Context: an optimization exercise on an open-source flow, tuned for small area. The choices shown serve that exercise and are no tape-out recipe. The RTL was checked by simulation tests, not by an equivalence proof against the original design. No activity file was given, so power comes from the tool's default toggle rates.

--- design/flow/design.v ---
module hp45_core (
    input  wire        clk,
    input  wire        rst,
    input  wire        tick,
    input  wire        cmd_valid,
    input  wire [15:0] cmd,
    input  wire [31:0] wdata,
    output reg         rsp_valid,
    output reg  [2:0]  rc,
    output reg  [31:0] rdata,
    output wire [7:0]  port0,
    output wire [7:0]  port1,
    output wire        irq
);
    localparam integer A   = 8;
    localparam integer P   = 14;
    localparam integer PAT = A * P;
    localparam [2:0] RC_OK      = 3'd0;
    localparam [2:0] RC_FULL    = 3'd1;
    localparam [2:0] RC_EMPTY   = 3'd2;
    localparam [2:0] RC_BUSY    = 3'd3;
    localparam [2:0] RC_ILLEGAL = 3'd4;
    localparam [5:0] OP_LDPOS    = 6'h01;
    localparam [5:0] OP_LDPAT    = 6'h02;
    localparam [5:0] OP_ADD      = 6'h03;
    localparam [5:0] OP_NEXT     = 6'h04;
    localparam [5:0] OP_PEEKPOS  = 6'h05;
    localparam [5:0] OP_PEEKPAT  = 6'h06;
    localparam [5:0] OP_PKAPOS   = 6'h07;
    localparam [5:0] OP_PKAPAT   = 6'h08;
    localparam [5:0] OP_RDSPC    = 6'h09;
    localparam [5:0] OP_RDSPCMIN = 6'h0A;
    localparam [5:0] OP_WRSPC    = 6'h0B;
    localparam [5:0] OP_MERGED   = 6'h0C;
    localparam [5:0] OP_SETMODE  = 6'h0D;
    localparam [5:0] OP_GETMODE  = 6'h0E;
    localparam [5:0] OP_GETLOOP  = 6'h0F;
    localparam [5:0] OP_CLEARALL = 6'h10;
    localparam [5:0] OP_RESETRD  = 6'h11;
    localparam [5:0] OP_SETACT   = 6'h12;
    localparam [5:0] OP_SETPMODE = 6'h13;
    localparam [5:0] OP_SETSPLIT = 6'h20;
    localparam [5:0] OP_SETTMODE = 6'h21;
    localparam [5:0] OP_ENCODE   = 6'h22;
    localparam [5:0] OP_ENCIN    = 6'h23;
    localparam [5:0] OP_RDSTG    = 6'h24;
    localparam [5:0] OP_RDACT    = 6'h25;
    localparam [5:0] OP_DISPATCH = 6'h30;
    localparam [5:0] OP_ISBUSY   = 6'h31;
    localparam [5:0] OP_ACKDONE  = 6'h32;
    localparam [5:0] OP_SETIRQ   = 6'h33;
    localparam [5:0] OP_RDSTAT   = 6'h34;
    localparam [5:0] OP_RDXFER   = 6'h35;
    localparam [5:0] OP_RDPORT   = 6'h36;
    localparam [5:0] OP_RDTMR    = 6'h37;
    localparam [5:0] OP_RDELAP   = 6'h38;
    localparam [1:0] M_CLEARING = 2'd0;
    localparam [1:0] M_LOOPING  = 2'd2;
    localparam [1:0] D_IDLE     = 2'd0;
    localparam [1:0] D_ARMING   = 2'd1;
    localparam [1:0] D_INFLIGHT = 2'd2;
    function [7:0] pair_desc(input [7:0] idx, input [1:0] km1, input t);
        reg [4:0] sl;
        reg [7:0] x;
        reg [2:0] a;
        reg       oor;
        reg [4:0] off;
        reg [3:0] o;
        reg [1:0] j, r;
        begin
            case ({km1, t})
                3'd0: sl = 5'd5;
                3'd1: sl = 5'd6;
                3'd2: sl = 5'd8;
                3'd3: sl = 5'd10;
                3'd4: sl = 5'd11;
                3'd5: sl = 5'd14;
                3'd6: sl = 5'd14;
                default: sl = 5'd18;
            endcase
            x = idx;
            oor = ({1'b0, x} >= {1'b0, sl, 3'b0});
            a[2] = (x >= {1'b0, sl, 2'b0}); if (a[2]) x = x - {1'b0, sl, 2'b0};
            a[1] = (x >= {2'b0, sl, 1'b0}); if (a[1]) x = x - {2'b0, sl, 1'b0};
            a[0] = (x >= {3'b0, sl});       if (a[0]) x = x - {3'b0, sl};
            off = x[4:0];
            o = off[3:0] - 4'd2;
            if (t) begin
                j = o[3:2]; r = o[1:0];
            end else begin
                j = (o >= 4'd9) ? 2'd3 : (o >= 4'd6) ? 2'd2 : (o >= 4'd3) ? 2'd1 : 2'd0;
                r = o - {j, 1'b0} - {2'b0, j};
            end
            pair_desc = 8'd0;
            if (!oor) begin
                if (off == 5'd0)
                    pair_desc = {3'b001, a, 2'b00};
                else if (off >= 5'd2) begin
                    if (r == 2'd0)
                        pair_desc = {3'b100, a, j};
                    else if (r == 2'd1 || (r == 2'd2 && t))
                        pair_desc = {3'b110, a, j};
                end
            end
        end
    endfunction
    function [P-1:0] split_mask(input [1:0] km1, input [1:0] j);
        case ({km1, j})
            4'd0: split_mask = 14'h3FFF;
            4'd4: split_mask = 14'h1555;
            4'd5: split_mask = 14'h2AAA;
            4'd8: split_mask = 14'h1249;
            4'd9: split_mask = 14'h2492;
            4'd10: split_mask = 14'h0924;
            4'd12: split_mask = 14'h1111;
            4'd13: split_mask = 14'h2222;
            4'd14: split_mask = 14'h0444;
            4'd15: split_mask = 14'h0888;
            default: split_mask = 14'h0000;
        endcase
    endfunction
    function [P-1:0] word_of(input [PAT-1:0] pat, input [2:0] i);
        case (i)
            3'd0: word_of = pat[0*P +: P];
            3'd1: word_of = pat[1*P +: P];
            3'd2: word_of = pat[2*P +: P];
            3'd3: word_of = pat[3*P +: P];
            3'd4: word_of = pat[4*P +: P];
            3'd5: word_of = pat[5*P +: P];
            3'd6: word_of = pat[6*P +: P];
            default: word_of = pat[7*P +: P];
        endcase
    endfunction
    function [15:0] pair_val(input [7:0] d, input [P-1:0] w, input [1:0] km1);
        begin
            if (d[5])
                pair_val = 16'h4000;
            else if (d[7])
                pair_val = {d[6], 1'b0, w & split_mask(km1, d[1:0])};
            else
                pair_val = 16'd0;
        end
    endfunction
    reg [31:0]    slot_pos0, slot_pos1, slot_pos2, slot_pos3;
    reg [PAT-1:0] slot_pat0, slot_pat1, slot_pat2, slot_pat3;
    reg [3:0]     slot_v;
    reg [1:0]     w_q, r0_q, r1_q;
    reg [1:0]     mode_q;
    reg [31:0]    loopcnt_q;
    reg           act0_q, act1_q;
    reg [1:0]     pmode_q;
    reg [31:0]    in_pos_q;
    reg [PAT-1:0] in_pat_q;
    reg [1:0]     km1_q;           
    reg           tmode_q;
    reg [PAT-1:0] stg_pat;
    reg [1:0]     stg_km1;
    reg           stg_t;
    reg           stg_v;
    reg [PAT-1:0] act_pat;
    reg [1:0]     act_km1;
    reg           act_t;
    reg           act_v;
    reg [1:0]     dstate_q;
    reg [7:0]     pidx_q;
    reg [1:0]     tmr_q;
    reg           trig_q;
    reg [2:0]     elapsed_q;
    reg           donep_q;
    reg           irqen_q;
    assign irq = donep_q & irqen_q;
    wire [5:0] op   = cmd[15:10];
    wire       side = cmd[9];
    wire [4:0] aidx = cmd[8:4];
    wire [3:0] rsv  = cmd[3:0];
    wire op_known = (op <= 6'h13) || (op >= 6'h20 && op <= 6'h25) ||
                    (op >= 6'h30 && op <= 6'h38);
    wire uses_s   = (op >= OP_NEXT && op <= OP_RDSPC) || (op == OP_SETACT);
    wire uses_idx = (op == OP_LDPAT) || (op == OP_PEEKPAT) ||
                    (op == OP_PKAPAT) || (op == OP_MERGED);
    wire illegal = !op_known || (rsv != 4'd0) || (!uses_s && side) ||
                   (!uses_idx && aidx != 5'd0) || (uses_idx && aidx[4:3] != 2'd0);
    wire [1:0] unread0 = w_q - r0_q - 2'd1;
    wire [1:0] unread1 = w_q - r1_q - 2'd1;
    wire [1:0] unread_s = side ? unread1 : unread0;
    wire [1:0] umax = (unread0 > unread1) ? unread0 : unread1;
    wire [1:0] umin = (unread0 < unread1) ? unread0 : unread1;
    wire [2:0] wspace = (mode_q == M_CLEARING) ? {1'b0, 2'd3 - umax} :
                        (w_q == 2'd0) ? 3'd4 : {1'b0, -w_q};
    wire [1:0] w_inc = w_q + 2'd1;
    wire [1:0] umax_a = umax + 2'd1;
    wire [2:0] wspace_a = (mode_q == M_CLEARING) ? {1'b0, 2'd3 - umax_a} :
                          (w_inc == 2'd0) ? 3'd4 : {1'b0, -w_inc};
    wire [1:0] r_s   = side ? r1_q : r0_q;
    wire [1:0] nxt_s = r_s + 2'd1;
    wire contrib0 = act0_q && (pmode_q == 2'd0 || pmode_q == 2'd1);
    wire contrib1 = act1_q && (pmode_q == 2'd0 || pmode_q == 2'd2);
    wire [1:0] nr0 = side ? r0_q : r0_q + 2'd1;
    wire [1:0] nr1 = side ? r1_q + 2'd1 : r1_q;
    wire       nx_loop = (mode_q == M_LOOPING) && (w_q - nr0 == 2'd1) &&
                         (w_q - nr1 == 2'd1);
    wire [1:0] nx_r0 = nx_loop ? 2'd0 : nr0;
    wire [1:0] nx_r1 = nx_loop ? 2'd0 : nr1;
    wire [1:0] nx_rsp = w_q - (side ? nx_r1 : nx_r0) - 2'd1;
    wire [7:0]  rd_d;
    wire peek_op  = (op >= OP_PEEKPOS) && (op <= OP_PKAPAT);
    wire [1:0] tgt = (op == OP_PKAPOS || op == OP_PKAPAT) ? nxt_s : r_s;
    wire encin_op = (op == OP_ENCIN);
    wire rdreg_op = (op == OP_RDSTG) || (op == OP_RDACT);
    reg [3:0] sel;
    integer s;
    always @* begin
        for (s = 0; s < 4; s = s + 1) begin
            if (encin_op || rdreg_op)
                sel[s] = 1'b0;
            else if (peek_op)
                sel[s] = (tgt == s);
            else
                sel[s] = (contrib0 && r0_q == s) || (contrib1 && r1_q == s);
            sel[s] = sel[s] & slot_v[s];
        end
    end
    wire [PAT-1:0] net_pat = (sel[0] ? slot_pat0 : {PAT{1'b0}}) |
                             (sel[1] ? slot_pat1 : {PAT{1'b0}}) |
                             (sel[2] ? slot_pat2 : {PAT{1'b0}}) |
                             (sel[3] ? slot_pat3 : {PAT{1'b0}}) |
                             (encin_op ? in_pat_q : {PAT{1'b0}}) |
                             ((op == OP_RDSTG) ? stg_pat : {PAT{1'b0}}) |
                             ((op == OP_RDACT) ? act_pat : {PAT{1'b0}});
    wire [31:0] net_pos = (sel[0] ? slot_pos0 : 32'd0) |
                          (sel[1] ? slot_pos1 : 32'd0) |
                          (sel[2] ? slot_pos2 : 32'd0) |
                          (sel[3] ? slot_pos3 : 32'd0);
    wire [2:0]   net_wsel = rdreg_op ? rd_d[4:2] : aidx[2:0];
    wire [P-1:0] net_word = word_of(net_pat, net_wsel);
    wire [15:0] enc_len = (km1_q == 2'd0) ? (tmode_q ? 16'd48  : 16'd40)  :
                          (km1_q == 2'd1) ? (tmode_q ? 16'd80  : 16'd64)  :
                          (km1_q == 2'd2) ? (tmode_q ? 16'd112 : 16'd88)  :
                                            (tmode_q ? 16'd144 : 16'd112);
    wire        rd_act = op[0];
    wire [1:0]  rd_km1 = rd_act ? act_km1 : stg_km1;
    wire        rd_t   = rd_act ? act_t : stg_t;
    wire        rd_v   = rd_act ? act_v : stg_v;
    assign rd_d = pair_desc(wdata[7:0], rd_km1, rd_t);
    wire [15:0] rd_pair = rd_v ? pair_val(rd_d, net_word, rd_km1) : 16'd0;
    wire        idx_ok = (wdata < 32'd144);
    localparam [2:0] PS_NONE   = 3'd0;    
    localparam [2:0] PS_START  = 3'd1;    
    localparam [2:0] PS_ADV    = 3'd2;    
    localparam [2:0] PS_ZERO   = 3'd3;    
    localparam [2:0] PS_PHASE  = 3'd4;    
    reg [2:0] ps_q;
    reg [2:0] pa_q;
    reg [1:0] pj_q, pr_q;
    wire [P-1:0] pt_w  = word_of(act_pat, pa_q);
    wire [P-1:0] pt_m  = pt_w & split_mask(act_km1, pj_q);
    wire [15:0] port_v = !act_v               ? 16'd0 :
                         (ps_q == PS_ADV)     ? 16'h4000 :
                         (ps_q != PS_PHASE)   ? 16'd0 :
                         (pr_q == 2'd0)       ? {2'b00, pt_m} :
                         (pr_q == 2'd1 || (pr_q == 2'd2 && act_t)) ? {2'b10, pt_m} :
                                                16'd0;
    reg [2:0] n_ps, n_pa;
    reg [1:0] n_pj, n_pr;
    always @* begin
        n_ps = ps_q; n_pa = pa_q; n_pj = pj_q; n_pr = pr_q;
        case (ps_q)
            PS_START: begin n_ps = PS_ADV; n_pa = 3'd0; end
            PS_ADV:   n_ps = PS_ZERO;
            PS_ZERO:  begin n_ps = PS_PHASE; n_pj = 2'd0; n_pr = 2'd0; end
            PS_PHASE: begin
                if (pr_q != {1'b1, act_t})            
                    n_pr = pr_q + 2'd1;
                else if (pj_q != act_km1) begin
                    n_pj = pj_q + 2'd1; n_pr = 2'd0;
                end else if (pa_q != 3'd7) begin
                    n_pa = pa_q + 3'd1; n_ps = PS_ADV;
                end else
                    n_ps = PS_NONE;
            end
            default: ;
        endcase
    end
    assign port0 = port_v[7:0];
    assign port1 = port_v[15:8];
    wire busy = (dstate_q != D_IDLE) || (elapsed_q <= 3'd5);
    wire [2:0] split_v = {1'b0, km1_q} + 3'd1;
    wire [31:0] stat = {14'd0, donep_q & irqen_q, 1'b1, trig_q, irqen_q, donep_q,
                        busy, dstate_q, tmode_q, split_v, act1_q, act0_q,
                        pmode_q, mode_q};
    wire ok = !illegal;
    wire o_add      = ok && op == OP_ADD;
    wire o_next     = ok && op == OP_NEXT;
    wire o_peekpos  = ok && op == OP_PEEKPOS;
    wire o_peekpat  = ok && op == OP_PEEKPAT;
    wire o_pkapos   = ok && op == OP_PKAPOS;
    wire o_pkapat   = ok && op == OP_PKAPAT;
    wire o_rdspc    = ok && op == OP_RDSPC;
    wire o_rdspcmin = ok && op == OP_RDSPCMIN;
    wire o_wrspc    = ok && op == OP_WRSPC;
    wire o_merged   = ok && op == OP_MERGED;
    wire o_setmode  = ok && op == OP_SETMODE;
    wire o_getmode  = ok && op == OP_GETMODE;
    wire o_getloop  = ok && op == OP_GETLOOP;
    wire o_setact   = ok && op == OP_SETACT;
    wire o_setpmode = ok && op == OP_SETPMODE;
    wire o_setsplit = ok && op == OP_SETSPLIT;
    wire o_settmode = ok && op == OP_SETTMODE;
    wire o_enc      = ok && (op == OP_ENCODE || op == OP_ENCIN);
    wire o_rdreg    = ok && (op == OP_RDSTG || op == OP_RDACT);
    wire o_dispatch = ok && op == OP_DISPATCH;
    wire o_isbusy   = ok && op == OP_ISBUSY;
    wire o_setirq   = ok && op == OP_SETIRQ;
    wire o_rdstat   = ok && op == OP_RDSTAT;
    wire o_rdxfer   = ok && op == OP_RDXFER;
    wire o_rdport   = ok && op == OP_RDPORT;
    wire o_rdtmr    = ok && op == OP_RDTMR;
    wire o_rdelap   = ok && op == OP_RDELAP;
    wire wsp_nz = (wspace != 3'd0);
    wire us_nz  = (unread_s != 2'd0);
    wire hi_z   = (wdata[31:3] == 29'd0);
    wire le1    = hi_z && wdata[2:1] == 2'd0;
    wire le2    = le1 || (hi_z && wdata[2:0] == 3'd2);
    wire [2:0] split_c = (wdata == 32'd0) ? 3'd1 :
                         (!hi_z || wdata[2:0] > 3'd4) ? 3'd4 : wdata[2:0];
    wire [2:0] c_rc = (illegal || (o_rdreg && !idx_ok)) ? RC_ILLEGAL :
                      (o_add && !wsp_nz)                ? RC_FULL :
                      ((o_next || o_pkapos || o_pkapat) && !us_nz) ? RC_EMPTY :
                      (o_dispatch && busy)              ? RC_BUSY : RC_OK;
    wire [31:0] c_rdata =
        ({32{o_add && wsp_nz}}                         & {29'd0, wspace_a}) |
        ({32{o_next && us_nz}}                         & {30'd0, nx_rsp}) |
        ({32{o_peekpos || (o_pkapos && us_nz)}}        & net_pos) |
        ({32{o_peekpat || o_merged || (o_pkapat && us_nz)}} & {18'd0, net_word}) |
        ({32{o_rdspc}}                                 & {30'd0, unread_s}) |
        ({32{o_rdspcmin}}                              & {30'd0, umin}) |
        ({32{o_wrspc}}                                 & {29'd0, wspace}) |
        ({32{(o_setmode || o_setpmode) && le2}}        & 32'd1) |
        ({32{(o_setact || o_settmode || o_setirq) && le1}} & 32'd1) |
        ({32{o_getmode}}                               & {30'd0, mode_q}) |
        ({32{o_getloop}}                               & loopcnt_q) |
        ({32{o_setsplit}}                              & {29'd0, split_c}) |
        ({32{o_enc}}                                   & {enc_len, 16'd144}) |
        ({32{o_rdreg && idx_ok}}                       & {16'd0, rd_pair}) |
        ({32{o_isbusy}}                                & {31'd0, busy}) |
        ({32{o_rdstat}}                                & stat) |
        ({32{o_rdxfer}}                                & {24'd0, pidx_q}) |
        ({32{o_rdport}}                                & {16'd0, port_v}) |
        ({32{o_rdtmr}}                                 & {30'd0, tmr_q}) |
        ({32{o_rdelap}}                                & {29'd0, elapsed_q});
    wire do_cmd = cmd_valid && (c_rc == RC_OK);
    wire is_dispatch = do_cmd && (op == OP_DISPATCH);
    wire is_ackdone  = do_cmd && (op == OP_ACKDONE);
    wire [1:0] dstate_c = is_dispatch ? D_ARMING : dstate_q;
    wire       trig_c   = is_dispatch ? 1'b0 : trig_q;
    wire       donep_c  = is_ackdone ? 1'b0 : donep_q;
    reg [1:0] t_dstate;
    reg [7:0] t_pidx;
    reg [1:0] t_tmr;
    reg       t_trig;
    reg [2:0] t_elapsed;
    reg       t_donep;
    reg       t_edge, t_done, t_start, t_step;
    always @* begin
        t_start  = 1'b0;
        t_step   = 1'b0;
        t_dstate = dstate_c;
        t_pidx   = pidx_q;
        t_trig   = trig_c;
        t_donep  = donep_c;
        t_done   = 1'b0;
        t_edge   = (tmr_q == 2'd3);
        t_tmr    = tmr_q + 2'd1;
        case (dstate_c)
            D_IDLE: begin
                if (t_edge) t_trig = 1'b1;
            end
            D_ARMING: begin
                if (t_tmr == 2'd1) begin
                    t_tmr    = 2'd0;
                    t_trig   = 1'b0;
                    t_pidx   = 8'd0;
                    t_dstate = D_INFLIGHT;
                    t_start  = 1'b1;
                end else if (t_edge) begin
                    t_trig = 1'b1;
                end
            end
            D_INFLIGHT: begin
                if (t_edge) begin
                    t_step = 1'b1;
                    t_pidx = pidx_q + 8'd1;
                    if (pidx_q == 8'd143) begin
                        t_dstate = D_IDLE;
                        t_donep  = 1'b1;
                        t_done   = 1'b1;
                    end
                end
            end
            default: ;
        endcase
        if (t_done)
            t_elapsed = 3'd0;
        else if (elapsed_q <= 3'd5)
            t_elapsed = elapsed_q + 3'd1;
        else
            t_elapsed = 3'd6;
    end
    wire [31:0]  in_d  = rst ? 32'd0 : wdata;
    integer wi;
    always @(posedge clk) begin
        if (rst || (do_cmd && op == OP_LDPOS))
            in_pos_q <= in_d;
        for (wi = 0; wi < A; wi = wi + 1)
            if (rst || (do_cmd && op == OP_LDPAT && aidx[2:0] == wi))
                in_pat_q[wi*P +: P] <= in_d[P-1:0];
    end
    wire        loop_clr = rst || (do_cmd && op == OP_CLEARALL);
    wire        loop_inc = do_cmd && op == OP_NEXT && nx_loop;
    wire [31:0] loop_cy;
    assign loop_cy[0] = loop_inc;
    genvar gi;
    generate
        for (gi = 1; gi < 32; gi = gi + 1) begin : g_loop
            assign loop_cy[gi] = loop_cy[gi-1] & loopcnt_q[gi-1];
        end
    endgenerate
    always @(posedge clk)
        loopcnt_q <= loop_clr ? 32'd0 : (loopcnt_q ^ loop_cy);
    always @(posedge clk) begin
        rc    <= c_rc;
        rdata <= c_rdata;
        if (do_cmd && op == OP_ADD) begin
            case (w_q)
                2'd0: begin slot_pos0 <= in_pos_q; slot_pat0 <= in_pat_q; end
                2'd1: begin slot_pos1 <= in_pos_q; slot_pat1 <= in_pat_q; end
                2'd2: begin slot_pos2 <= in_pos_q; slot_pat2 <= in_pat_q; end
                default: begin slot_pos3 <= in_pos_q; slot_pat3 <= in_pat_q; end
            endcase
        end
        if (do_cmd && (op == OP_ENCODE || op == OP_ENCIN)) begin
            stg_pat <= net_pat;
            stg_km1 <= km1_q;
            stg_t   <= tmode_q;
        end
        if (do_cmd && op == OP_DISPATCH) begin
            act_pat <= stg_pat;
            act_km1 <= stg_km1;
            act_t   <= stg_t;
        end
    end
    always @(posedge clk) begin
        if (rst) begin
            slot_v     <= 4'd0;
            w_q        <= 2'd1;
            r0_q       <= 2'd0;
            r1_q       <= 2'd0;
            mode_q     <= M_CLEARING;
            act0_q     <= 1'b1;
            act1_q     <= 1'b1;
            pmode_q    <= 2'd0;
            km1_q      <= 2'd0;
            tmode_q    <= 1'b0;
            stg_v      <= 1'b0;
            act_v      <= 1'b0;
            dstate_q   <= D_IDLE;
            pidx_q     <= 8'd0;
            tmr_q      <= 2'd0;
            trig_q     <= 1'b0;
            elapsed_q  <= 3'd6;
            ps_q       <= PS_NONE;
            donep_q    <= 1'b0;
            irqen_q    <= 1'b0;
            rsp_valid  <= 1'b0;
        end else begin
            rsp_valid <= cmd_valid;
            if (do_cmd) begin
                case (op)
                    OP_ADD: begin
                        slot_v[w_q] <= 1'b1;
                        w_q <= w_inc;
                    end
                    OP_NEXT: begin
                        r0_q <= nx_r0;
                        r1_q <= nx_r1;
                    end
                    OP_SETMODE:  if (le2) mode_q <= wdata[1:0];
                    OP_CLEARALL: begin
                        slot_v    <= 4'd0;
                        w_q       <= 2'd1;
                        r0_q      <= 2'd0;
                        r1_q      <= 2'd0;
                    end
                    OP_RESETRD: begin
                        r0_q <= 2'd0;
                        r1_q <= 2'd0;
                    end
                    OP_SETACT: if (le1) begin
                        if (side) act1_q <= wdata[0];
                        else      act0_q <= wdata[0];
                    end
                    OP_SETPMODE: if (le2) pmode_q <= wdata[1:0];
                    OP_SETSPLIT: km1_q <= split_c[1:0] - 2'd1;
                    OP_SETTMODE: if (le1) tmode_q <= wdata[0];
                    OP_ENCODE,
                    OP_ENCIN:    stg_v <= 1'b1;
                    OP_DISPATCH: act_v <= stg_v;
                    OP_SETIRQ:   if (le1) irqen_q <= wdata[0];
                    default: ;
                endcase
            end
            if (tick) begin
                dstate_q  <= t_dstate;
                pidx_q    <= t_pidx;
                tmr_q     <= t_tmr;
                trig_q    <= t_trig;
                elapsed_q <= t_elapsed;
                donep_q   <= t_donep;
                if (t_start)
                    ps_q <= PS_START;
                if (t_step) begin
                    ps_q <= n_ps;
                    pa_q <= n_pa;
                    pj_q <= n_pj;
                    pr_q <= n_pr;
                end
            end else begin
                dstate_q <= dstate_c;
                trig_q   <= trig_c;
                donep_q  <= donep_c;
            end
        end
    end
endmodule
--- design/flow/run.sh ---
#!/bin/bash
# synth_recipe.tcl (not shown) runs the flow's synth.tcl, then flattens the netlist and writes it again
# the make line also repeats each setting of config.mk as NAME=value (left out here)
make -C /OpenROAD-flow-scripts/flow DESIGN_CONFIG=/design/flow/config.mk WORK_HOME=/design/flow/orfs CLKGATE_MAP_FILE= SYNTH_SCRIPT=/design/flow/synth_recipe.tcl finish
--- design/flow/config.mk ---
export PLATFORM = sky130hd
export DESIGN_NAME = hp45_core
export DESIGN_NICKNAME = hp45_core
export VERILOG_FILES = /design/flow/design.v
export SDC_FILE = /design/flow/constraint.sdc
export NUM_CORES = 8
export LEC_CHECK = 0
export CAP_MARGIN = 20
export CORE_MARGIN = 2
export CORE_UTILIZATION = 50
export CTS_CLUSTER_DIAMETER = 60
export CTS_CLUSTER_SIZE = 30
export SLEW_MARGIN = 20
--- design/flow/constraint.sdc ---
create_clock -name core_clock -period 15.0 [get_ports {clk}]
set_input_delay 3.0000 -clock core_clock [delete_from_list [all_inputs] [get_ports {clk}]]
set_output_delay 3.0000 -clock core_clock [all_outputs]
set_load 0.01 [all_outputs]
==> summary.md, run 1 <==
| Metric | Value |
|---|---|
| Leakage | 16.2 nW |
| Pins Over Slew Limit | 0 |
| CTS tree | built |
| Avg Inst Size Synth | 14.7 um2 |
| GR Overflow Total | 0 |
| Final Wtd Congestion | 0.933 |
| Final Util | 56.4% |
| Pwr/cell area | 125 nW/um2 |
| Area leader, netlist | edfxtp_1 |
| Warnings from Yosys | 1 |
| R2r startpoint | act_km1[1] |
| RSZ-0062 raised after global routing | no |
| Worst setup startpoint | cmd[10] |
| Synth Flop Type | edfxtp_1 |
| Headroom to the max-slew limit | 22.4% |
| WP data arrival | 14.93 ns |
| Root buffer cell | clkbuf_16 |
| Post-Layout Inst Area | 49000 um2 |
| CP max stage delay | 0.65 ns |
| CP max FO | 28 |
| Synthesized instance count | 2969 |
| Fin crit share | 96.0% |
| Most frequent cell after synthesis | edfxtp_1 |
| Clock Sinks | 1067 |
| Initial antenna violation count | 10 |
| GR peak layer | met2 |
| Worst path required time | 15.53 ns |
| CP bufs+invs | 6 |
| H-tree levels | 3 |
| Die W | 300 um |
| CP Launch Type | input port |
| Num ports | 105 |
| Synth Net Count | 3129 |
| Layout cells sized above 1 | 9.64% |
| Unique cell type count in the Yosys netlist | 96 |
| Via count | 28842 |
| Hold Crit Class | flop to flop |
| Fin crit period | 14.40 ns |
| Slew @ Worst Pin | 1.16 ns |
| R2R cell count | 44 |
| Final net count | 3200 |
| Rows | 108 |
| WHS Path Cells | 0 |
| PortBufs | 104 |
| Drt first-iter violations | 4606 |
| Clock buffer depth | 3 |
| Met1 Usage GRT | 43.2% |
| Vias per inst | 6.77 |
| Total CTS buffers | 73 |
| Post-synthesis register bit count | 1067 |
| CP most frequent cell | ha_1 |
| GR Util met2 | 46.8% |
| Pin count of the biggest net entering global routing | 113 |
| Worst R2R End | rdata[2] |
| Setup violators final | 0 |
| Core Box Area | 86800 um2 |
| Pre-antenna DRT Iters | 10 |
| Post-DRT Antenna Nets | 0 |
| Status | timing/DRC/antenna clean |
| Top-area cell type share of the netlist area | 65.7% |
| R2r setup slk | 3.03 ns |
| Dpl hpwl | 84.3 mm |
| Die height | 300 um |
| Number of synthesized flops with an enable pin | 957 |
| Routed WL per cell | 32.1 um |
| Global Route Usage Sum | 30.0% |
| Commonest cells post-synth | edfxtp_1 (957), a222oi_1 (246), nand2_1 (219) |
| Power, Total | 6.11 mW |
| Fmax | 0.0695 GHz |
| First-pass GRT wire length | 196 mm |
| Worst min-delay path startpoint | stg_pat[74] |
| Worst path top cell family by delay | compound AO/OA/AOI/OAI gates |
| Vias in the first global route | 27796 |
| Slowest library cell on the worst path | clkdlybuf4s50_1 |
| Synth area leaders | edfxtp_1 (66%), a222oi_1 (5.6%), dfxtp_1 (5.0%) |
| Hold Vio Cnt, Final | 0 |
| Die Area | 89800 um2 |
| Synthesized area | 43700 um2 |
| Clock transition at the registers of the reported paths | 0.09 ns |
| # DRC | 0 |
| Routed wire length | 137 mm |
| Seq/Total Area, Yosys | 70.8% |
| Latest clock arrival within the worst-skew pair | 0.69 ns |
| Hold-fix buffers, CTS | 0 |
| MaxCap Viol Count | 0 |
| Post-DP Area | 46200 um2 |
| Hold Path End | act_pat[74] |
| Initial Utilization | 50.4% |
| Post-Route Setup TNS | 0 ns |
| Worst Setup Path Type | input port to flop |
| Crit path capture type | flop |
| Area Overhead vs Synth | 12.0% |
| Worst Skew | 0.0549 ns |
| Max VDD drop | 110 uV |
| Met3 usage | 4.28% |
| Async set-reset flop share out of synthesis | 0% |
worst reg2reg max path, delay by kind of cell, from the launching register on:
kind,cells,cell delay [ns]
AO/OA/AOI/OAI,16,3.48
AND/OR/NAND/NOR,13,3.10
multiplexers,6,2.37
adder cells (fa/ha/maj),5,1.62
buffers and inverters,4,0.68
flip-flops,1,0.60
layer usage:
metal,wire (um),share of wire [%]
met4,5330,3.9
met2,63100,46
met1,54400,40
met3,13800,10
met5,13,0.0095
what timing repair did:
action / in CTS / in global routing
endpoints found under the setup margin: 0 / 13
setup buffers: 0 / 3
gates resized for setup: 0 / 2
endpoints found under the hold margin: 0 / 0
through the flow:
step                hold WS [ns]  cells  setup WS (ns)
global placement           0.429   4117          0.233
finish                     0.431   4258          0.605
global route               0.446   4256         0.0412
floorplan                  0.427   2969           1.16
CTS                        0.424   4253          0.434
detailed placement         0.435   4117         -0.231
worst max path at each step:
stage / endpoint / depth (start not counted)
after floorplan: rdata[2] / 49
after global routing: rdata[2] / 45
after CTS: rdata[2] / 44
after detailed placement: rdata[5] / 44
after global placement: rdata[3] / 45
final: rdata[2] / 44
logic make-up after synthesis:
group / after synthesis / synth area share, %
AO/OA/AOI/OAI: 684 / 13.0
XOR/XNOR: 31 / 0.621
adder cells (fa/ha/maj): 108 / 3.14
buffers and inverters: 241 / 2.20
flip-flops: 1067 / 70.8
multiplexers: 65 / 1.68
AND/OR/NAND/NOR: 773 / 8.56
placed cells by master (no fill, tap or decap), types with 13 or more instances in the layout:
cell type / count
a211oi_1: 22
a21oi_1: 69
a221oi_1: 57
a222oi_1: 246
a22o_1: 31
a22oi_1: 28
and2_1: 42
and3_1: 17
buf_4: 71
clkbuf_16: 73
clkdlybuf4s50_1: 103
dfxtp_1: 110
edfxtp_1: 957
ha_1: 105
inv_1: 57
mux2_2: 27
mux2i_1: 32
nand2_1: 219
nand3_1: 151
nand4_1: 13
nor2_1: 158
nor2b_1: 37
nor3_1: 33
nor4_1: 13
o21ai_0: 76
or3_1: 19
xnor2_1: 19
layout make-up:
cell class,instances,area (um2)
Timing Repair Buffer,178,1630
Clock inverter,57,851
Clock buffer,79,1860
Fill cell,6895,37800
Sequential cell,1067,30900
Multi-Input combinational cell,1661,12000
Inverter,59,224
Antenna cell,2,5.00
Tap cell,1155,1450
flip-flops by register name, summed over array words and instances (netlist names), 32 cells and up:
signal,count
slot_pat0,112
slot_pos1,32
stg_pat,112
loopcnt_q,32
rdata,32
slot_pat3,112
act_pat,112
slot_pos2,32
slot_pat1,112
slot_pos0,32
in_pat_q,112
slot_pat2,112
in_pos_q,32
slot_pos3,32
power breakdown:
| part | leakage, nW | switching (mW) | internal [mW] |
|---|---|---|---|
| combinational | 5.24 | 0.367 | 0.197 |
| clock | 1.30 | 1.17 | 1.08 |
| sequential | 9.64 | 0.0364 | 3.27 |
| total | 16.2 | 1.57 | 4.54 |
==> run 2: changes to the inputs <==
--- a/design/flow/config.mk
+++ b/design/flow/config.mk
@@ -10,4 +10,4 @@
 export CORE_UTILIZATION = 50
-export CTS_CLUSTER_DIAMETER = 60
-export CTS_CLUSTER_SIZE = 30
+export CTS_CLUSTER_DIAMETER = 100
+export CTS_CLUSTER_SIZE = 20
 export SLEW_MARGIN = 20
==> summary.md, run 2 <==
| Metric | Value |
|---|---|
| Status | timing/DRC/antenna clean |
| Die height | 300 um |
| Most frequent cells in the layout | edfxtp_1 (957), a222oi_1 (246), nand2_1 (219) |
| Clock Sinks | 1067 |
| Slew @ Worst Pin | 1.19 ns |
| Fin crit period | 14.37 ns |
| Number of synthesized flops with an enable pin | 957 |
| Headroom to the max-slew limit | 20.1% |
| Warnings from Yosys | 1 |
| Setup violators final | 0 |
| Die W | 300 um |
| # DRC | 0 |
| CP most frequent cell | ha_1 |
| RSZ-0062 raised after global routing | no |
| WP data arrival | 14.92 ns |
| Area leader, netlist | edfxtp_1 |
| Total CTS buffers | 61 |
| Synth area leaders | edfxtp_1 (66%), a222oi_1 (5.6%), dfxtp_1 (5.0%) |
| Seq/Total Area, Yosys | 70.8% |
| Commonest non-fill, non-tap cell in the layout | edfxtp_1 |
| First-pass GRT wire length | 196 mm |
| CP Launch Type | input port |
| Fin crit share | 95.8% |
| Post-DRT Antenna Nets | 0 |
| Top-area cell type share of the netlist area | 65.7% |
| Slowest library cell on the worst path | clkdlybuf4s50_1 |
| Core Box Area | 86800 um2 |
| Async set-reset flop share out of synthesis | 0% |
| Worst Skew | 0.0579 ns |
| GR Overflow Total | 0 |
| Rows | 108 |
| Area Overhead vs Synth | 9.96% |
| Root buffer cell | clkbuf_16 |
| H-tree levels | 2 |
| Avg Inst Size Synth | 14.7 um2 |
| Synth Net Count | 3129 |
| CP max FO | 28 |
| Initial antenna violation count | 10 |
| Pre-antenna DRT Iters | 10 |
| Routed wire length | 136 mm |
| Synthesized instance count | 2969 |
| Via count | 28767 |
| Clock transition at the registers of the reported paths | 0.09 ns |
| Leakage | 15.7 nW |
| Latest clock arrival within the worst-skew pair | 0.68 ns |
| Max VDD drop | 112 uV |
| Placed cells | 4117 |
| Post-synthesis register bit count | 1067 |
| Commonest cells post-synth | edfxtp_1 (957), a222oi_1 (246), nand2_1 (219) |
| Synthesized area | 43700 um2 |
| Hold Crit Class | flop to flop |
| Clock buffer depth | 3 |
| Final Non-Filler Cells | 4236 |
| Drt first-iter violations | 4970 |
| Vias per inst | 6.79 |
| Final net count | 3189 |
| Most frequent cell after synthesis | edfxtp_1 |
| Dpl hpwl | 84.3 mm |
| MaxCap Viol Count | 0 |
| Die Area | 89800 um2 |
| Antenna diodes | 0 |
| Pins Over Slew Limit | 0 |
| Pin count of the biggest net entering global routing | 113 |
| Unique cell type count in the Yosys netlist | 96 |
| Pwr/cell area | 117 nW/um2 |
| Initial Utilization | 50.4% |
| CTS tree | built |
| Num ports | 105 |
| Hold Vio Cnt, Final | 0 |
| Fmax | 0.0696 GHz |
| Routed WL per cell | 32.2 um |
| PortBufs | 104 |
| Power, Total | 5.62 mW |
| Vias in the first global route | 27532 |
| Crit path capture type | flop |
| Worst path required time | 15.55 ns |
| Synth Flop Type | edfxtp_1 |
| CP max stage delay | 0.65 ns |
| Layout cells sized above 1 | 7.79% |
| Worst Setup Path Type | input port to flop |
| Final Wtd Congestion | 0.933 |
| Global Route Usage Sum | 29.9% |
[run 2: cell counts after synthesis]
No cell type changed its count.
[run 2: final cells by class]
class / count / area, um2
well taps: 1155 / 1450
repair buffers: 179 / 1640
clock inverters: 8 / 116
inverters: 59 / 224
clock buffers: 107 / 1700
fillers: 6988 / 38700
multi-input cells: 1661 / 12000
flip-flops and latches: 1067 / 30900
[run 2: layer usage]
layer / routed length [um] / up-vias / global-route usage [%]
li1: - / 12151 / -
met1: 54600 / 14598 / 43.3
met2: 63400 / 1805 / 47.3
met3: 13800 / 209 / 4.14
met4: 4600 / 4 / 9.18
met5: 19 / - / 0
[run 2: repair_timing]
action                                  CTS  global route
hold buffers                              0             0
endpoints found under the setup margin    0            12
buffers inserted                          0             4
gates resized for setup                   0             2
[run 2: path summary, 6_finish.rpt]
check	from	endpoint	slack, ns	cells after the start
worst max-delay path	cmd[10]	rdata[2]	0.63	44
worst min-delay path	stg_pat[74]	act_pat[74]	0.45	0
worst max register to register	act_km1[1]	rdata[2]	3.05	44
worst min register to register	stg_pat[74]	act_pat[74]	0.45	0
[run 2: cells by family after synthesis]
kind of cell             synth area share, %
flip-flops                              70.8
AND/OR/NAND/NOR                         8.56
AO/OA/AOI/OAI                           13.0
buffers and inverters                   2.20
adder cells (fa/ha/maj)                 3.14
multiplexers                            1.68
XOR/XNOR                               0.621
[run 2: worst max-delay path: cells and delay by family]
family,cells,cell delay [ns]
AO/OA/AOI/OAI,15,3.08
adder cells (fa/ha/maj),6,1.79
buffers and inverters,6,1.63
multiplexers,6,2.35
AND/OR/NAND/NOR,11,3.02
[run 2: through the flow]
stage / utilization [%] / TNS, ns / setup WS (ns) / instance area, um2 / hold slack (ns)
floorplan: - / 0 / 1.16 / 43700 / 0.427
global placement: 53.2 / 0 / 0.233 / 46200 / 0.429
detailed placement: 53.3 / -1.47 / -0.231 / 46200 / 0.435
CTS: 55.3 / 0 / 0.464 / 48000 / 0.452
global route: 55.4 / 0 / 0.0387 / 48100 / 0.461
finish: 55.4 / 0 / 0.628 / 48100 / 0.453
[run 2: power by group]
part           leakage (nW)  switching (mW)  internal, mW
logic                  5.24           0.367         0.197
clock network         0.860           0.962         0.783
registers              9.64          0.0365          3.27
==> run 3: changes to the inputs <==
==> design/flow/flow/run.sh (new file) <==
#!/bin/bash
set -euo pipefail
export CTS_ARGS="-sink_clustering_enable -repair_clock_nets -sink_clustering_size 20 -sink_clustering_max_diameter 100 -dont_use_dummy_load"
export BUFFER_PORTS_ARGS="-buffer_cell sky130_fd_sc_hd__buf_1"
bash standard.sh > standard.log 2>&1
==> design/flow/standard.sh (new file) <==
#!/bin/bash
# synth_recipe.tcl (not shown) runs the flow's synth.tcl, then flattens the netlist and writes it again
# the make line also repeats each setting of config.mk as NAME=value (left out here)
make -C /OpenROAD-flow-scripts/flow DESIGN_CONFIG=/design/flow/config.mk WORK_HOME=/design/flow/orfs CLKGATE_MAP_FILE= SYNTH_SCRIPT=/design/flow/synth_recipe.tcl "${@:-finish}"
--- a/design/flow/config.mk
+++ b/design/flow/config.mk
@@ -10,4 +10,2 @@
 export CORE_UTILIZATION = 50
-export CTS_CLUSTER_DIAMETER = 100
-export CTS_CLUSTER_SIZE = 20
 export SLEW_MARGIN = 20
removed: design/flow/run.sh
==> summary.md, run 3 <==
| Metric | Value |
|---|---|
| Post-Route Setup TNS | 0 ns |
| MaxCap Viol Count | 0 |
| Core Box Area | 86800 um2 |
| Commonest cells post-synth | edfxtp_1 (957), a222oi_1 (246), nand2_1 (219) |
| Initial Utilization | 50.4% |
| Clock buffer depth | 3 |
| CP most frequent cell | ha_1 |
| Seq/Total Area, Yosys | 70.8% |
| Clock Sinks | 1067 |
| Slowest library cell on the worst path | or4_1 |
| WHS Path Cells | 0 |
| Slew @ Worst Pin | 1.16 ns |
| Pins Over Slew Limit | 0 |
| Avg Inst Size Synth | 14.7 um2 |
| Total CTS buffers | 59 |
| Dpl hpwl | 83.3 mm |
| CP max FO | 21 |
| Hold Vio Cnt, Final | 0 |
| Fmax | 0.0710 GHz |
| Worst R2R End | rdata[2] |
| Worst path required time | 15.52 ns |
| Unique cell type count in the Yosys netlist | 96 |
| R2R cell count | 44 |
| Pin count of the biggest net entering global routing | 130 |
| CTS tree | built |
| Vias per inst | 6.79 |
| Async set-reset flop share out of synthesis | 0% |
| Number of synthesized flops with an enable pin | 957 |
| Top-area cell type share of the netlist area | 65.7% |
| Commonest non-fill, non-tap cell in the layout | edfxtp_1 |
| Die height | 300 um |
| R2r startpoint | act_km1[0] |
| CP Launch Type | input port |
| Most frequent cells in the layout | edfxtp_1 (957), a222oi_1 (246), nand2_1 (219) |
| R2r setup slk | 2.98 ns |
| First-pass GRT wire length | 194 mm |
| Clock transition at the registers of the reported paths | 0.10 ns |
| Routed wire length | 135 mm |
| GR Overflow Total | 0 |
| Global Route Usage Sum | 29.5% |
| Initial antenna violation count | 10 |
| Final Wtd Congestion | 0.952 |
| Final net count | 3183 |
| RSZ-0062 raised after global routing | no |
| Status | timing/DRC/antenna clean |
| Setup violators final | 0 |
| Post-DRT Antenna Nets | 0 |
| Die W | 300 um |
| Root buffer cell | clkbuf_16 |
| Headroom to the max-slew limit | 22.0% |
| Pwr/cell area | 116 nW/um2 |
| Pre-antenna DRT Iters | 14 |
| Warnings from Yosys | 1 |
| Post-synthesis register bit count | 1067 |
| Fin crit period | 14.09 ns |
| Leakage | 15.3 nW |
| Most frequent cell after synthesis | edfxtp_1 |
| Synth area leaders | edfxtp_1 (66%), a222oi_1 (5.6%), dfxtp_1 (5.0%) |
| Drt first-iter violations | 4610 |
| Synth Flop Type | edfxtp_1 |
| Die Area | 89800 um2 |
| Area leader, netlist | edfxtp_1 |
| Area Overhead vs Synth | 7.71% |
| Num ports | 105 |
| Fin crit share | 94.0% |
| Crit path capture type | flop |
| Max VDD drop | 105 uV |
| Worst path top cell family by delay | compound AO/OA/AOI/OAI gates |
| Final Util | 54.3% |
| Hold Path End | act_pat[64] |
| Latest clock arrival within the worst-skew pair | 0.69 ns |
| PortBufs | 104 |
| FILL cells | 7046 |
| Layout cells sized above 1 | 7.51% |
| Worst Setup Path Type | input port to flop |
| # DRC | 0 |
| Routed WL per cell | 32.3 um |
| Hold Crit Class | flop to flop |
| Worst Skew | 0.0951 ns |
| CP bufs+invs | 5 |
| Worst min-delay path startpoint | stg_pat[64] |
| Via count | 28395 |
| Synthesized instance count | 2969 |
| H-tree levels | 2 |
| Vias in the first global route | 27304 |
| WP data arrival | 14.61 ns |
| Synthesized area | 43700 um2 |
| Rows | 108 |
| Synth Net Count | 3129 |
| CP max stage delay | 0.50 ns |
-- run 3: worst max-delay path by stage --
| stage | startpoint | end | slack [ns] | cells past startpoint |
|---|---|---|---|---|
| floorplan | cmd[10] | rdata[2] | 1.16 | 49 |
| global placement | cmd[10] | rdata[10] | 0.24 | 45 |
| detailed placement | cmd[10] | rdata[10] | -0.32 | 45 |
| CTS | cmd[10] | rdata[10] | 0.31 | 45 |
| global route | cmd[10] | rdata[2] | 0.04 | 45 |
| finish | cmd[10] | rdata[2] | 0.91 | 45 |
-- run 3: logic make-up (layout without fill, tap and decap cells) --
family,after synthesis,after routing,share of synthesized area [%]
compound gates,684,684,13.0
xor+xnor,31,31,0.621
fa+ha+maj,108,108,3.14
buf+inv,241,293,2.20
flops,1067,1067,70.8
mux,65,65,1.68
other cells,0,3,0
simple gates,773,773,8.56
-- run 3: per-layer routing --
| metal | GRT usage, % | up-vias | wire (um) |
|---|---|---|---|
| li1 | - | 12089 | - |
| met1 | 41.6 | 14446 | 53300 |
| met2 | 46.9 | 1634 | 62900 |
| met3 | 5.64 | 222 | 14200 |
| met4 | 8.62 | 4 | 4420 |
| met5 | 0 | - | 16 |
-- run 3: layout make-up --
cell class                      instances  area, um2  share of cell area, %
Sequential cell                      1067      30900                   65.7
Inverter                               59        224                  0.476
Clock buffer                           59       1480                   3.14
Antenna cell                            3       7.51                 0.0159
Multi-Input combinational cell       1661      12000                   25.5
Tap cell                             1155       1450                   3.07
Timing Repair Buffer                  175        975                   2.07
-- run 3: stage by stage --
stage / worst slack [ns] / cell area [um2] / hold slack [ns] / instances / total power, mW
floorplan: 1.16 / 43700 / 0.427 / 2969 / 3.77
global placement: 0.244 / 45500 / 0.429 / 4111 / 3.90
detailed placement: -0.318 / 45500 / 0.435 / 4111 / 3.92
CTS: 0.308 / 47000 / 0.414 / 4170 / 5.46
global route: 0.0389 / 47100 / 0.426 / 4177 / 5.63
finish: 0.907 / 47100 / 0.431 / 4179 / 5.46
-- run 3: where the power goes --
| group | switching, mW | total [mW] | internal (mW) |
|---|---|---|---|
| Sequential | 0.0364 | 3.31 | 3.27 |
| Clock | 0.900 | 1.59 | 0.695 |
| Combinational | 0.369 | 0.556 | 0.187 |
-- run 3: what timing repair did --
item | CTS | global route
hold buffers | 0 | 0
setup buffers | 0 | 6
resized for setup | 0 | 5
endpoints found under the setup margin | 0 | 14
==> run 4: changes to the inputs <==
--- a/design/flow/config.mk
+++ b/design/flow/config.mk
@@ -9,3 +9,3 @@
 export CORE_MARGIN = 2
-export CORE_UTILIZATION = 50
+export CORE_UTILIZATION = 65
 export SLEW_MARGIN = 20
==> summary.md, run 4 <==
| Metric | Value |
|---|---|
| Post-Route Setup TNS | 0 ns |
| R2R cell count | 45 |
| Async set-reset flop share out of synthesis | 0% |
| # DRC | 0 |
| Simple-Gate Fraction of Synth Area | 8.56% |
| Worst Skew | 0.0825 ns |
| Area leader, netlist | edfxtp_1 |
| R2r startpoint | act_km1[0] |
| Post-DRT Antenna Nets | 0 |
| MaxCap Viol Count | 0 |
| Routed wire length | 129 mm |
| Fin crit period | 14.06 ns |
| Commonest cells post-synth | edfxtp_1 (957), a222oi_1 (246), nand2_1 (219) |
| Root buffer cell | clkbuf_16 |
| H-tree levels | 2 |
| Setup violators final | 0 |
| CTS tree | built |
| Max VDD drop | 99.9 uV |
| Fmax | 0.0711 GHz |
| WP data arrival | 14.57 ns |
| Initial antenna violation count | 5 |
| Avg Inst Size Synth | 14.7 um2 |
| Largest family of logic cells by synthesized area | compound AO/OA/AOI/OAI gates |
| Headroom to the max-slew limit | 19.5% |
| Hold Crit Class | flop to flop |
| Slowest library cell on the worst path | or4_1 |
| Area Overhead vs Synth | 6.81% |
| Synthesized area | 43700 um2 |
| CP most frequent cell | ha_1 |
| Compound-Gate Fraction of Synth Area | 13.0% |
| Die W | 263 um |
| Warnings from Yosys | 1 |
| PortBufs | 104 |
| Drt first-iter violations | 5290 |
| Synthesized instance count | 2969 |
| R2r setup slk | 3.09 ns |
| Hold Vio Cnt, Final | 0 |
| Synth Net Count | 3129 |
| Final net count | 3181 |
| FILL cells | 4437 |
| Latest clock arrival within the worst-skew pair | 0.68 ns |
| Routed WL per cell | 33.2 um |
| Seq/Total Area, Yosys | 70.8% |
| Final Util | 69.8% |
| Core Box Area | 66900 um2 |
| First-pass GRT wire length | 188 mm |
| Post-synthesis register bit count | 1067 |
| Clock transition at the registers of the reported paths | 0.09 ns |
| Worst setup startpoint | cmd[10] |
| Fin crit share | 93.8% |
| Most frequent cell after synthesis | edfxtp_1 |
| Num ports | 105 |
| Commonest non-fill, non-tap cell in the layout | edfxtp_1 |
| Clock buffer depth | 3 |
| Post-synthesis mux area share | 1.68% |
| Pins Over Slew Limit | 0 |
| Unique cell type count in the Yosys netlist | 96 |
| Status | timing/DRC/antenna clean |
| Die Area | 69300 um2 |
| Pre-antenna DRT Iters | 11 |
| Vias in the first global route | 27799 |
| Vias per inst | 7.44 |
| Synth Flop Type | edfxtp_1 |
| Dpl hpwl | 80.5 mm |
| Post-DP Area | 45100 um2 |
| Area share of fa/ha/maj cells after synthesis | 3.14% |
| Worst R2R End | rdata[2] |
| Global Route Usage Sum | 36.8% |
| Synth Area in XOR/XNOR | 0.621% |
| Die height | 263 um |
| CP Launch Type | input port |
| Synth area leaders | edfxtp_1 (66%), a222oi_1 (5.6%), dfxtp_1 (5.0%) |
| Post-Layout Inst Area | 46700 um2 |
| Leakage | 15.3 nW |
| RSZ-0062 raised after global routing | no |
| Clock Sinks | 1067 |
| Slew @ Worst Pin | 1.20 ns |
| Layout cells sized above 1 | 7.45% |
| Crit path capture | rdata[2] |
| CP max FO | 28 |
| Worst Setup Path Type | input port to flop |
| Top-area cell type share of the netlist area | 65.7% |
| Crit path capture type | flop |
| GR Overflow Total | 0 |
| CP max stage delay | 0.50 ns |
| Number of synthesized flops with an enable pin | 957 |
| Rows | 95 |
| Pin count of the biggest net entering global routing | 145 |
| Worst path required time | 15.51 ns |
| Most frequent cells in the layout | edfxtp_1 (957), a222oi_1 (246), nand2_1 (218) |
| Total CTS buffers | 59 |
| Pwr/cell area | 117 nW/um2 |
| Via count | 28961 |
| Hold slack | 0.414 ns |
| Initial Utilization | 65.3% |
| Final Wtd Congestion | 0.930 |
run 4: cell counts after synthesis:
Identical to the previous run, type by type.
run 4: worst min path at each step:
stage                       from  depth (start not counted)           end
floorplan             stg_pat[0]                          0    act_pat[0]
global placement     stg_pat[58]                          0   act_pat[58]
detailed placement  stg_pat[108]                          0  act_pat[108]
CTS                  stg_pat[56]                          0   act_pat[56]
global route         stg_pat[56]                          0   act_pat[56]
finish               stg_pat[56]                          0   act_pat[56]
run 4: repair_timing:
item | 4_1_cts | 5_1_grt
endpoints found under the setup margin | 0 | 14
setup buffers | 0 | 6
hold buffers | 0 | 0
resized for setup | 0 | 4
run 4: power breakdown:
part	internal [mW]	switching [mW]	total [mW]
sequential	3.27	0.0374	3.31
clock	0.695	0.878	1.57
combinational	0.188	0.374	0.561
run 4: metrics by stage:
stage	instances	total power [mW]	setup WS, ns
after floorplan	2969	3.77	1.16
after global placement	3825	3.90	0.344
after detailed placement	3826	3.92	-0.181
after CTS	3885	5.43	0.462
after global routing	3892	5.58	0.0256
final	3894	5.44	0.936
run 4: layer usage:
metal	routed length, um	global-route usage [%]
met1	47100	51.2
met3	17000	8.63
met4	6230	14.3
met2	58900	57.0
met5	33	0
run 4: critical path: cells and delay by family:
kind	cells	cell delay, ns
mux	6	2.32
compound gates	16	3.19
buf+inv	6	1.24
simple gates	13	3.14
fa+ha+maj	5	1.67
run 4: kinds of logic (layout without fill, tap and decap cells):
family	after synthesis	in the layout
simple gates	773	773
xor+xnor	31	31
compound gates	684	684
fa+ha+maj	108	108
mux	65	65
other cells	0	2
flops	1067	1067
buf+inv	241	291
run 4: area by class of cell:
| cell class | instances | area, um2 | share of cell area, % |
|---|---|---|---|
| Antenna cell | 2 | 5.00 | 0.0107 |
| Clock buffer | 59 | 1480 | 3.16 |
| Inverter | 59 | 224 | 0.480 |
| Multi-Input combinational cell | 1661 | 12000 | 25.7 |
| Sequential cell | 1067 | 30900 | 66.3 |
| Tap cell | 873 | 1090 | 2.34 |
| Timing Repair Buffer | 173 | 932 | 2.00 |
==> run 5: changes to the inputs <==
==> design/flow/flow/run.sh (replaced) <==
#!/bin/bash
set -euo pipefail
export CTS_ARGS="-sink_clustering_enable -repair_clock_nets -sink_clustering_size 16 -sink_clustering_max_diameter 50 -dont_use_dummy_load -root_buf sky130_fd_sc_hd__clkbuf_16 -buf_list sky130_fd_sc_hd__clkbuf_8"
export BUFFER_PORTS_ARGS="-buffer_cell sky130_fd_sc_hd__buf_1"
bash standard.sh > standard.log 2>&1
--- a/design/flow/config.mk
+++ b/design/flow/config.mk
@@ -9,3 +9,3 @@
 export CORE_MARGIN = 2
-export CORE_UTILIZATION = 65
+export CORE_UTILIZATION = 50
 export SLEW_MARGIN = 20
==> summary.md, run 5 <==
| Metric | Value |
|---|---|
| Final net count | 3228 |
| Commonest non-fill, non-tap cell in the layout | edfxtp_1 |
| Post-synthesis mux area share | 1.68% |
| Latest clock arrival within the worst-skew pair | 0.65 ns |
| Unique cell type count in the Yosys netlist | 96 |
| Hold-fix buffers, CTS | 0 |
| Routed wire length | 135 mm |
| Largest family of logic cells by synthesized area | compound AO/OA/AOI/OAI gates |
| RSZ-0062 raised after global routing | no |
| Area Overhead vs Synth | 7.84% |
| Vias per inst | 6.78 |
| Via count | 28640 |
| Post-DRT Antenna Nets | 0 |
| Synthesized area | 43700 um2 |
| Die W | 300 um |
| Async set-reset flop share out of synthesis | 0% |
| Routed WL per cell | 32.1 um |
| Placed cells | 4111 |
| Dpl hpwl | 83.3 mm |
| CP max stage delay | 0.50 ns |
| Worst path required time | 15.51 ns |
| Status | timing/DRC/antenna clean |
| H-tree levels | 3 |
| R2r startpoint | act_km1[0] |
| Rows | 108 |
| Max VDD drop | 105 uV |
| Worst R2R End | rdata[2] |
| # DRC | 0 |
| Simple-Gate Fraction of Synth Area | 8.56% |
| WHS Path Cells | 0 |
| Clock transition at the registers of the reported paths | 0.10 ns |
| GR Overflow Total | 0 |
| PortBufs | 104 |
| Area leader, netlist | edfxtp_1 |
| Headroom to the max-slew limit | 19.3% |
| Synth Area in XOR/XNOR | 0.621% |
| Die height | 300 um |
| Most frequent cell after synthesis | edfxtp_1 |
| Pre-antenna DRT Iters | 10 |
| CP most frequent cell | ha_1 |
| Slew @ Worst Pin | 1.20 ns |
| Avg Inst Size Synth | 14.7 um2 |
| Synth Net Count | 3129 |
| Area share of fa/ha/maj cells after synthesis | 3.14% |
| Layout cells sized above 1 | 8.87% |
| Synthesized instance count | 2969 |
| Final Non-Filler Cells | 4222 |
| Drt first-iter violations | 4609 |
| Number of synthesized flops with an enable pin | 957 |
| CTS tree | built |
| CP max FO | 21 |
| Hold Vio Cnt, Final | 0 |
| WP data arrival | 14.64 ns |
| Warnings from Yosys | 1 |
| Final Wtd Congestion | 0.952 |
| Hold Path End | act_pat[3] |
| Post-synthesis register bit count | 1067 |
| Worst Skew | 0.0614 ns |
| MaxCap Viol Count | 0 |
| Root buffer cell | clkbuf_16 |
| Worst min-delay path startpoint | stg_pat[3] |
| Top-area cell type share of the netlist area | 65.7% |
| Pin count of the biggest net entering global routing | 130 |
| Clock buffer depth | 3 |
| Slowest library cell on the worst path | or4_1 |
| Most frequent cells in the layout | edfxtp_1 (957), a222oi_1 (246), nand2_1 (219) |
| Vias in the first global route | 27804 |
| Global Route Usage Sum | 29.7% |
| Clock Sinks | 1067 |
| Fin crit share | 94.2% |
| Final Util | 54.3% |
| Total CTS buffers | 105 |
| CP Launch Type | input port |
| Initial Utilization | 50.4% |
| Compound-Gate Fraction of Synth Area | 13.0% |
| Seq/Total Area, Yosys | 70.8% |
| Synth area leaders | edfxtp_1 (66%), a222oi_1 (5.6%), dfxtp_1 (5.0%) |
| Pwr/cell area | 116 nW/um2 |
| Hold Crit Class | flop to flop |
| Synth Flop Type | edfxtp_1 |
| Fmax | 0.0708 GHz |
| Fin crit period | 14.13 ns |
| Leakage | 15.4 nW |
| Hold slack | 0.429 ns |
| Pins Over Slew Limit | 0 |
| Num ports | 105 |
| Core Box Area | 86800 um2 |
| Worst Setup Path Type | input port to flop |
| Initial antenna violation count | 10 |
| Die Area | 89800 um2 |
| R2R cell count | 44 |
| Commonest cells post-synth | edfxtp_1 (957), a222oi_1 (246), nand2_1 (219) |
| Crit path capture type | flop |
| First-pass GRT wire length | 195 mm |
| R2r setup slk | 2.94 ns |
| Setup violators final | 0 |
## run 5: layout make-up
cell class	count	area, um2
Antenna cell	1	2.50
Clock buffer	105	1550
Fill cell	7070	39600
Inverter	59	224
Multi-Input combinational cell	1661	12000
Sequential cell	1067	30900
Tap cell	1155	1450
Timing Repair Buffer	174	967
## run 5: cell families (layout without fill, tap and decap cells)
kind of cell / after synthesis / in the layout
AOI/OAI and AO/OA: 684 / 684
and+or+nand+nor: 773 / 773
muxes: 65 / 65
xor gates and xnor gates: 31 / 31
buffers and inverters: 241 / 338
adders and majority gates: 108 / 108
DFF: 1067 / 1067
other: 0 / 1
## run 5: worst max-delay path: cells and delay by family
kind	cells	cell delay, ns
compound gates	16	3.65
simple gates	13	3.04
mux	6	2.28
fa+ha+maj	5	1.68
buf+inv	5	0.98
## run 5: worst max path at each step
| stage | startpoint | endpoint | slack (ns) | depth (start not counted) |
|---|---|---|---|---|
| 5_1_grt | cmd[10] | rdata[2] | 0.03 | 45 |
| 3_3_place_gp | cmd[10] | rdata[10] | 0.24 | 45 |
| 6_report | cmd[10] | rdata[2] | 0.87 | 45 |
| 3_5_place_dp | cmd[10] | rdata[10] | -0.32 | 45 |
| 4_1_cts | cmd[10] | rdata[10] | 0.25 | 45 |
| 2_1_floorplan | cmd[10] | rdata[2] | 1.16 | 49 |
## run 5: metal layers
| metal | share of wire (%) | routed length, um | track usage (%) |
|---|---|---|---|
| met1 | 39 | 53300 | 41.5 |
| met2 | 46 | 62800 | 46.7 |
| met3 | 11 | 14600 | 6.12 |
| met5 | 0.017 | 23 | 0 |
| met4 | 3.5 | 4680 | 10.2 |
## run 5: through the flow
stage	TNS, ns	setup slack (ns)	cell area [um2]	power [mW]
global route	0	0.0333	47100	5.64
global placement	0	0.244	45500	3.90
finish	0	0.867	47100	5.46
detailed placement	-1.49	-0.318	45500	3.92
CTS	0	0.254	47100	5.47
floorplan	0	1.16	43700	3.77
## run 5: report_power, final
group | internal, mW | switching [mW]
clock network | 0.679 | 0.921
logic | 0.187 | 0.365
registers | 3.27 | 0.0365
total | 4.14 | 1.32
## run 5: repair_timing
action                     in CTS  in global routing
buffers inserted                0                  5
setup endpoints to repair       0                 14
resized for setup               0                  5
==> run 6: changes to the inputs <==
==> design/flow/flow/run.sh (replaced) <==
#!/bin/bash
set -euo pipefail
export CTS_ARGS="-sink_clustering_enable -repair_clock_nets -sink_clustering_size 30 -sink_clustering_max_diameter 70 -dont_use_dummy_load"
export BUFFER_PORTS_ARGS="-buffer_cell sky130_fd_sc_hd__buf_1"
bash standard.sh > standard.log 2>&1
==> summary.md, run 6 <==
| Metric | Value |
|---|---|
| Status | timing/DRC/antenna clean |
| Fin crit share | 94.0% |
| Dpl hpwl | 83.3 mm |
| GR Overflow Total | 0 |
| Total CTS buffers | 52 |
| Pre-antenna DRT Iters | 10 |
| Final net count | 3176 |
| R2R cell count | 44 |
| Vias per inst | 6.83 |
| Hold Path End | act_pat[0] |
| Synth Net Count | 3129 |
| Synth Area in XOR/XNOR | 0.621% |
| Number of synthesized flops with an enable pin | 957 |
| Final Wtd Congestion | 0.952 |
| Max VDD drop | 122 uV |
| Area Overhead vs Synth | 7.31% |
| Slowest library cell on the worst path | or4_1 |
| Area leader, netlist | edfxtp_1 |
| Worst R2R End | rdata[2] |
| CP Launch Type | input port |
| Latest clock arrival within the worst-skew pair | 0.69 ns |
| Synth Flop Type | edfxtp_1 |
| Routed wire length | 135 mm |
| Commonest cells post-synth | edfxtp_1 (957), a222oi_1 (246), nand2_1 (219) |
| Worst Skew | 0.125 ns |
| Met1 Usage GRT | 41.5% |
| Area share of fa/ha/maj cells after synthesis | 3.14% |
| WHS Path Cells | 0 |
| Simple-Gate Fraction of Synth Area | 8.56% |
| Global Route Usage Sum | 29.5% |
| Headroom to the max-slew limit | 19.9% |
| Core Box Area | 86800 um2 |
| Layout cells sized above 1 | 7.30% |
| Hold slack | 0.419 ns |
| Leakage | 15.2 nW |
| Synth area leaders | edfxtp_1 (66%), a222oi_1 (5.6%), dfxtp_1 (5.0%) |
| Root buffer cell | clkbuf_16 |
| Most frequent cell after synthesis | edfxtp_1 |
| R2r startpoint | act_km1[0] |
| Worst path required time | 15.54 ns |
| Pins Over Slew Limit | 0 |
| CP max stage delay | 0.50 ns |
| Top-area cell type share of the netlist area | 65.7% |
| Post-Route Setup TNS | 0 ns |
| Clock buffer depth | 3 |
| Async set-reset flop share out of synthesis | 0% |
| RSZ-0062 raised after global routing | no |
| Crit path capture type | flop |
| Most frequent cells in the layout | edfxtp_1 (957), a222oi_1 (246), nand2_1 (219) |
| Pwr/cell area | 114 nW/um2 |
| Setup violators final | 0 |
| Post-synthesis mux area share | 1.68% |
| Final Util | 54.1% |
| Via count | 28496 |
| Synthesized area | 43700 um2 |
| Pin count of the biggest net entering global routing | 130 |
| Initial Utilization | 50.4% |
| Vias in the first global route | 27390 |
| R2r setup slk | 3.01 ns |
| Die Area | 89800 um2 |
| CP most frequent cell | ha_1 |
| Post-synthesis register bit count | 1067 |
| Die W | 300 um |
| CTS tree | built |
| Avg Inst Size Synth | 14.7 um2 |
| Clock transition at the registers of the reported paths | 0.11 ns |
| Initial antenna violation count | 10 |
| Met3 usage | 5.83% |
| GR peak layer | met2 |
| Die height | 300 um |
| Routed WL per cell | 32.3 um |
| MaxCap Viol Count | 0 |
| H-tree levels | 2 |
| Slew @ Worst Pin | 1.19 ns |
| Hold Crit Class | flop to flop |
| CP bufs+invs | 5 |
| CP max FO | 21 |
| PortBufs | 104 |
| # DRC | 0 |
| Fin crit period | 14.10 ns |
| Worst path top cell family by delay | compound AO/OA/AOI/OAI gates |
| Seq/Total Area, Yosys | 70.8% |
| Commonest non-fill, non-tap cell in the layout | edfxtp_1 |
| Fmax | 0.0709 GHz |
| Hold Vio Cnt, Final | 0 |
| Worst min-delay path startpoint | stg_pat[0] |
| Num ports | 105 |
| Rows | 108 |
| Hold-fix buffers, CTS | 0 |
| WP data arrival | 14.65 ns |
| Synthesized instance count | 2969 |
| Warnings from Yosys | 1 |
| GR Util met2 | 46.7% |
| Compound-Gate Fraction of Synth Area | 13.0% |
| First-pass GRT wire length | 193 mm |
| Clock Sinks | 1067 |
| Worst Setup Path Type | input port to flop |
| Unique cell type count in the Yosys netlist | 96 |
| Drt first-iter violations | 4661 |
| Largest family of logic cells by synthesized area | compound AO/OA/AOI/OAI gates |
| Post-DRT Antenna Nets | 0 |
-- run 6: cell counts after synthesis --
Identical to the previous run, type by type.
-- run 6: metrics by stage --
step	worst slack, ns	power, mW	std cells	instance area, um2
5_1_grt	0.0716	5.52	4170	46900
2_1_floorplan	1.16	3.77	2969	43700
4_1_cts	0.376	5.37	4163	46800
6_report	0.897	5.36	4172	46900
3_5_place_dp	-0.318	3.92	4111	45500
3_3_place_gp	0.244	3.90	4111	45500
-- run 6: layout make-up --
| type | count | area (um2) |
|---|---|---|
| diodes | 3 | 7.51 |
| clock buffers | 52 | 1300 |
| fillers | 7074 | 39800 |
| inverters | 59 | 224 |
| multi-input cells | 1661 | 12000 |
| flip-flops and latches | 1067 | 30900 |
| well taps | 1155 | 1450 |
| repair buffers | 175 | 975 |
-- run 6: what timing repair did --
action	CTS	global route
resized for setup	0	5
setup endpoints to repair	0	14
buffers inserted	0	6
-- run 6: worst max-delay path by stage --
stage                        from   endpoint  slack, ns  depth (start not counted)
after floorplan           cmd[10]   rdata[2]       1.16                         49
after global placement    cmd[10]  rdata[10]       0.24                         45
after detailed placement  cmd[10]  rdata[10]      -0.32                         45
after CTS                 cmd[10]  rdata[10]       0.38                         45
after global routing      cmd[10]   rdata[2]       0.07                         45
final                     cmd[10]   rdata[2]       0.90                         45
-- run 6: metal layers --
metal	vias up	wire (um)
met5	-	14
met4	4	4400
met3	231	14400
met2	1659	62900
met1	14527	53100
li1	12075	-
-- run 6: cell families after synthesis --
logic type / Yosys count
adders and majority gates: 108
and+or+nand+nor: 773
muxes: 65
buffers and inverters: 241
DFF: 1067
AOI/OAI and AO/OA: 684
xor gates and xnor gates: 31
-- run 6: power breakdown --
part | switching, mW | internal, mW
combinational | 0.367 | 0.187
sequential | 0.0365 | 3.27
clock | 0.880 | 0.618
total | 1.28 | 4.08

## what the ideal ports hide
The results above use ideal ports. As a check the final layouts listed here were re-extracted and re-timed, cells and wires unchanged.
Step 1, drivers: a clkbuf_16 drives clk and a buf_2 each remaining input, both assumed.
Step 2 also shifts input and output timing later by t, the mid clock arrival at the registers, as if the neighbouring blocks saw the same clock.
a / b / c = ideal / step 1 / step 2; a / b = the first two.
| run | shift t [ns] | setup slack, ns | worst setup path at the end | worst register clock-pin slew, ns |
|---|---|---|---|---|
| run 1 | 0.726 | 0.605 / 0.654 / -0.073 | input to register | 0.11 / 0.11 |
| run 2 | 0.729 | 0.628 / 0.677 / -0.052 | input to register | 0.09 / 0.09 |
| run 3 | 0.710 | 0.907 / 0.950 / 0.240 | input to register | 0.10 / 0.10 |
| run 4 | 0.702 | 0.936 / 0.961 / 0.259 | input to register | 0.09 / 0.09 |
| run 5 | 0.683 | 0.867 / 0.912 / 0.229 | input to register | 0.10 / 0.10 |
| run 6 | 0.701 | 0.897 / 0.937 / 0.236 | input to register | 0.12 / 0.12 |
Met with ideal ports but missed after step 2: setup timing in run 1 and run 2. For run 2, which loses most, drivers alone change the setup slack by +0.049 ns; drivers and shift together by -0.680 ns.
